Background: an optimization exercise with open tools, aiming at small area, a short achievable clock period and few clock cycles. Do not read the settings as production practice.
Function was checked by simulation only, so behaviour that the tests miss may differ from the original.
No activity file was given, so power comes from the tool's default toggle rates.

==> flow/design.v (excerpt) <==
module toy_lic_tce (
    input  wire        clk,
    input  wire        rst,           
    input  wire        lic_ready,     
    input  wire        cmd_valid,
    output wire        cmd_ready,
    input  wire [31:0] cmd_word,
    input  wire [31:0] cmd_arg,
    output reg         done,
    output reg  [3:0]  status,
    output reg  [31:0] res,
    output reg         fault,
    output reg  [1:0]  cal_state,
    output wire        bus_req,
    output wire        bus_we,
    output wire [1:0]  bus_space,
    output wire [15:0] bus_addr,
    output wire [31:0] bus_wdata,
    input  wire        bus_ack,
    input  wire [31:0] bus_rdata
);
    localparam integer D  = 3;               
    localparam integer ND = (32 + D - 1) / D;
    localparam [1:0] SP_MMIO = 2'd0, SP_PORT = 2'd1, SP_LOG = 2'd2;
    localparam [3:0] ST_OK = 4'd0, ST_ILLEGAL = 4'd1, ST_NOT_READY = 4'd2,
                     ST_UNCAL = 4'd3, ST_SEQ = 4'd4, ST_CAL_FAILED = 4'd5,
                     ST_RANGE = 4'd6;
    localparam [1:0] UNCAL = 2'd0, CAL_OK = 2'd1, CAL_FAILED = 2'd2;
  ...
Size in the first run: about 1800 cells after synthesis, roughly 190 flip-flops, about 190 I/O pins, about 0.015 mm² of cells after synthesis.
==> flow/config.mk <==
export PLATFORM = sky130hd
export DESIGN_NAME = toy_lic_tce
export DESIGN_NICKNAME = toy_lic_tce
export VERILOG_FILES = /design/flow/design.v
export SDC_FILE = /design/flow/constraint.sdc
export NUM_CORES = 4
export LEC_CHECK = 0
export CAP_MARGIN = 20
export CORE_MARGIN = 2
export CORE_UTILIZATION = 40
export SLEW_MARGIN = 20
==> flow/constraint.sdc <==
create_clock -name core_clock -period 60.0 [get_ports {clk}]
set_input_delay 12.0000 -clock core_clock [delete_from_list [all_inputs] [get_ports {clk}]]
set_output_delay 12.0000 -clock core_clock [all_outputs]
set_load 0.01 [all_outputs]
standard.sh (not shown) runs the stock make flow with config.mk's settings and CLKGATE_MAP_FILE= SYNTH_SCRIPT=/design/flow/synth_recipe.tcl, a recipe that flattens the netlist after the stock synthesis.
==> flow/flow/run.sh <==
#!/bin/bash
# Own layout flow: the standard ORFS flow (standard.sh), with the ports
# buffered by buf_1 cells instead of the default delay buffers, and the
# timing repair after CTS and global routing aimed at a setup slack margin
# (the clock period and constraints are the design's; only the repair
# effort changes). Each tool's full output goes to a log in this folder.
set -euo pipefail
MARGIN=47
bash standard.sh "SETUP_SLACK_MARGIN=$MARGIN" \
    "BUFFER_PORTS_ARGS=-buffer_cell sky130_fd_sc_hd__buf_1" finish > standard_finish.log 2>&1
The baseline completed without violations.
Testbench counts at the start, summed over its fixed seeds: cycles 28,441.
Change:
--- a/flow/flow/run.sh
+++ b/flow/flow/run.sh
@@ -8 +8 @@
-MARGIN=47
+MARGIN=46.6
The new run ran to the end with no violations.
Clock skew stays flat.
Worst setup slack improves by 0.16 ns.
Wire length shrinks slightly.
Worst hold slack degrades by 0.0093 ns.
Via count shrinks slightly.
First-iteration DRC count shrinks by a few percent.
Sequential cell count is unchanged.
Change:
--- a/flow/flow/run.sh
+++ b/flow/flow/run.sh
@@ -8 +8 @@
-MARGIN=46.6
+MARGIN=46.3
- CTS_BUF_LIST: unset -> sky130_fd_sc_hd__clkbuf_8
- CTS_CLUSTER_SIZE: unset -> 12
Result: The new run completed with no timing, DRC or antenna violations. Final area came out lower by 2.9%. Die area is unchanged. Setup slack loses 0.052 ns. Combinational power hardly moves. Fmax shrinks by 0.38%. Clock power went down by 21%. Critical path depth is unchanged. Wire length is lower by 0.48%. Power came out lower by 8.8%.

* * *

Setup of build 76:
toy_lic_tce again, from the RTL that the note above started with.
Design toy_lic_tce, start of the top module:
module toy_lic_tce (
    input  wire        clk,
    input  wire        rst,           
    input  wire        lic_ready,     
    input  wire        cmd_valid,
    output wire        cmd_ready,
    input  wire [31:0] cmd_word,
    input  wire [31:0] cmd_arg,
    output reg         done,
    output reg  [3:0]  status,
    output reg  [31:0] res,
    output reg         fault,
    output reg  [1:0]  cal_state,
    output wire        bus_req,
    output wire        bus_we,
    output wire [1:0]  bus_space,
    output wire [15:0] bus_addr,
    output wire [31:0] bus_wdata,
    input  wire        bus_ack,
    input  wire [31:0] bus_rdata
);
export LEC_CHECK = 0
export CAP_MARGIN = 20
export CORE_MARGIN = 2
export CORE_UTILIZATION = 40
export SLEW_MARGIN = 20
create_clock -name core_clock -period 60.0 [get_ports {clk}]
==> flow/flow/run.sh <==
#!/bin/bash
# Own layout flow: the standard ORFS flow (standard.sh), with the ports
# buffered by buf_1 cells instead of the default delay buffers, and the
# timing repair after CTS and global routing aimed at a setup slack margin
# (the clock period and constraints are the design's; only the repair
# effort changes). Each tool's full output goes to a log in this folder.
set -euo pipefail
MARGIN=47
bash standard.sh "SETUP_SLACK_MARGIN=$MARGIN" MATCH_CELL_FOOTPRINT=0 \
    "BUFFER_PORTS_ARGS=-buffer_cell sky130_fd_sc_hd__buf_1" finish > standard_finish.log 2>&1
Testbench counts of build 76, summed over its fixed seeds: cycles 28,441.
[inputs] build 41 vs build 76
--- a/flow/flow/run.sh
+++ b/flow/flow/run.sh
@@ -8,2 +8,2 @@
-MARGIN=47
-bash standard.sh "SETUP_SLACK_MARGIN=$MARGIN" MATCH_CELL_FOOTPRINT=0 \
+MARGIN=46.0
+bash standard.sh "SETUP_SLACK_MARGIN=$MARGIN" \
### Flow results
Build 41 reached the final stage; the timing, DRC and antenna checks on its layout passed.
Build 41 vs build 76 — total power dropped slightly
From build 41 to build 76, die area did not move at all.
Re H-tree depth reported by CTS: no difference whatsoever between build 76 and build 41.
Logic gate share of total power is higher on build 76
Diff build 41 and build 76: non-clock buffering overhead in the final layout lower in build 41
[compare] base=build 76 new=build 41: transition time of the tightest slew-check pin fell by 0.058 ns, quantity of hold-fixing buffers added after cts stayed essentially flat.
For build 26, these inputs were changed with respect to build 41:
Settings: putting TNS_END_PERCENT at 5 where nothing was set.
--- a/flow/flow/run.sh
+++ b/flow/flow/run.sh
@@ -8 +8 @@
-MARGIN=46.0
+MARGIN=46.8
[summary]
- Having completed the whole flow, build 26 delivered a layout that passed the timing, DRC and antenna checks.
- Worst path setup slack after routing (build 26 over build 41): increase, 0.15 ns
- Higher sequential fraction of design power goes to build 41 over build 26.
- Stage delay of the slowest cell on the critical path sits lower in build 26 than in build 41.
- Summary of build 26 over build 41: critical path depth rose by 1; multi-input logic area stayed essentially flat; maximum clock frequency rose by about 1.1%.
- From build 26 to build 41, total I/O pin count did not move at all.
- Summary — leakage dissipation, build 26 relative to build 41: higher, by 0.059 nW.
- Diff build 26..build 41 | final wirelength | negligible

* * *

job 4597:
toy_lic_tce again, from the RTL that the note above started with.
==> flow/config.mk <==
export PLATFORM = sky130hd
export DESIGN_NAME = toy_lic_tce
export DESIGN_NICKNAME = toy_lic_tce
export VERILOG_FILES = /design/flow/design.v
export SDC_FILE = /design/flow/constraint.sdc
export NUM_CORES = 4
export LEC_CHECK = 0
export CAP_MARGIN = 20
export CORE_MARGIN = 2
export CORE_UTILIZATION = 40
export SLEW_MARGIN = 20
export TNS_END_PERCENT = 5
==> flow/constraint.sdc <==
create_clock -name core_clock -period 60.0 [get_ports {clk}]
set_input_delay 12.0000 -clock core_clock [delete_from_list [all_inputs] [get_ports {clk}]]
set_output_delay 12.0000 -clock core_clock [all_outputs]
set_load 0.01 [all_outputs]
==> flow/flow/run.sh <==
#!/bin/bash
# Own layout flow: the standard ORFS flow (standard.sh), with the ports
# buffered by buf_1 cells instead of the default delay buffers, and the
# timing repair after CTS and global routing aimed at a setup slack margin
# (the clock period and constraints are the design's; only the repair
# effort changes). Each tool's full output goes to a log in this folder.
set -euo pipefail
MARGIN=46.3
bash standard.sh "SETUP_SLACK_MARGIN=$MARGIN" \
    "BUFFER_PORTS_ARGS=-buffer_cell sky130_fd_sc_hd__buf_1" finish > standard_finish.log 2>&1
Per the final summary, job 4597 finished and its layout is clean on timing, DRC and antenna.
Testbench counts of job 4597, summed over its fixed seeds: cycles 28,441.
Input changes introduced in job 2625 (baseline for comparison: job 4597):
- CTS_BUF_LIST: unset -> sky130_fd_sc_hd__clkbuf_8 sky130_fd_sc_hd__clkbuf_16
- TNS_END_PERCENT: 5 -> unset
Findings:
Between job 2625 and job 4597, the internal power contribution figures differ only marginally.
Job 4597 -> job 2625: design area flat
Job 2625 went all the way through the flow, and no timing, DRC or antenna check failed.
Sequential share of layout area delta (job 4597 -> job 2625): insignificant
The per-cell via count in the routed design of job 2625 and that of job 4597 are within noise of each other.
For job 570, these inputs were changed with respect to job 2625:
- a change of CORE_UTILIZATION from 40 to 55
- a deleted CTS_BUF_LIST that had been sky130_fd_sc_hd__clkbuf_8 sky130_fd_sc_hd__clkbuf_16
Findings:
The number of inverters outside the clock class in the layout of job 570 and that of job 2625 are within noise of each other. Against job 2625 as the reference, job 570 delivers a higher maximum cell stage delay along the critical path. What job 570 reported for routed length on met3 has to be multiplied by 1.08 to get the figure for job 2625. Between job 2625 and job 570, the difference in total power is negligible. Job 2625 -> job 570: per-cell routed wire length increased slightly. Job 570 vs job 2625 — floorplan die area dropped 27%. Going from job 2625 to job 570, total wirelength of the detailed-routed design shrinks by 2.4 mm. Global-route usage: lower on job 2625.
--- input diff job 570..job 2689 ---
- CORE_UTILIZATION changed from 55 to 40
-- flow/flow/run.sh --
<<< job 570, line 7
set -euo pipefail
MARGIN=46.3
bash standard.sh "SETUP_SLACK_MARGIN=$MARGIN" \
    "BUFFER_PORTS_ARGS=-buffer_cell sky130_fd_sc_hd__buf_1" finish > standard_finish.log 2>&1
>>> job 2689, line 7
set -euo pipefail
MARGIN=46.3
bash standard.sh "SETUP_SLACK_MARGIN=$MARGIN" MATCH_CELL_FOOTPRINT=0 \
    "BUFFER_PORTS_ARGS=-buffer_cell sky130_fd_sc_hd__buf_1" finish > standard_finish.log 2>&1
Notes after the runs:
The final layout from job 2689, which completed every stage, passed the timing, DRC and antenna checks at the end of the flow. Final worst-path cycle share (higher): job 570. Looking at worst hold-check slack, job 2689 sits 0.0050 ns below job 570. Diff job 570 -> job 2689 | cell count after placement | up by a little under 10%. As of job 2689, routed length on met3 had risen by a little under 10% compared to job 570. Measured slew at the worst slew-check pin delta (job 570 -> job 2689): insignificant. Delta(tapcell count, job 2689 - job 570) > 0. Job 2689 vs. job 570: number of DRC violations after detailed routing comparable; total design power comparable; critical path depth now larger. Compared with job 570, job 2689 improves register-to-register setup slack. Comparing job 570 against job 2689, there is no change at all in number of nets in the final layout.

[static timing again, ports no longer ideal]
The results above use ideal ports. As a check the final layouts listed here were re-extracted and re-timed, cells and wires unchanged.
Step 1 assumes that a clkbuf_16 drives the clock port and a buf_2 every other input.
Step 2 adds t to the input delays and takes it off the output delays; t is the mean of the earliest and latest rising clock arrival at the registers after step 1. Input paths then give back, and output paths get back, about the clock's delay inside the block.
Three values: ideal ports, drivers, drivers and shift; two values: the first two.
| run | shift t [ns] | setup slack, ns | worst slew at a driven data input, ns |
|---|---|---|---|
| the first run of note 1 | 0.511 | 46.169 / 46.117 / 46.036 | 0.06 |
| the second run of note 1 | 0.493 | 46.326 / 46.276 / 46.002 | 0.06 |
| the third run of note 1 | 0.536 | 46.274 / 46.224 / 45.943 | 0.05 |
| build 76 | 0.506 | 46.195 / 46.143 / 46.025 | 0.06 |
| build 41 | 0.506 | 46.140 / 46.087 / 45.806 | 0.05 |
| build 26 | 0.504 | 46.290 / 46.237 / 46.000 | 0.05 |
| job 4597 | 0.504 | 46.303 / 46.249 / 45.930 | 0.05 |
| job 2625 | 0.506 | 46.323 / 46.270 / 45.942 | 0.05 |
| job 570 | 0.491 | 46.136 / 46.084 / 45.939 | 0.06 |
| job 2689 | 0.506 | 46.323 / 46.270 / 45.942 | 0.05 |
After both steps every run listed still meets setup and hold.
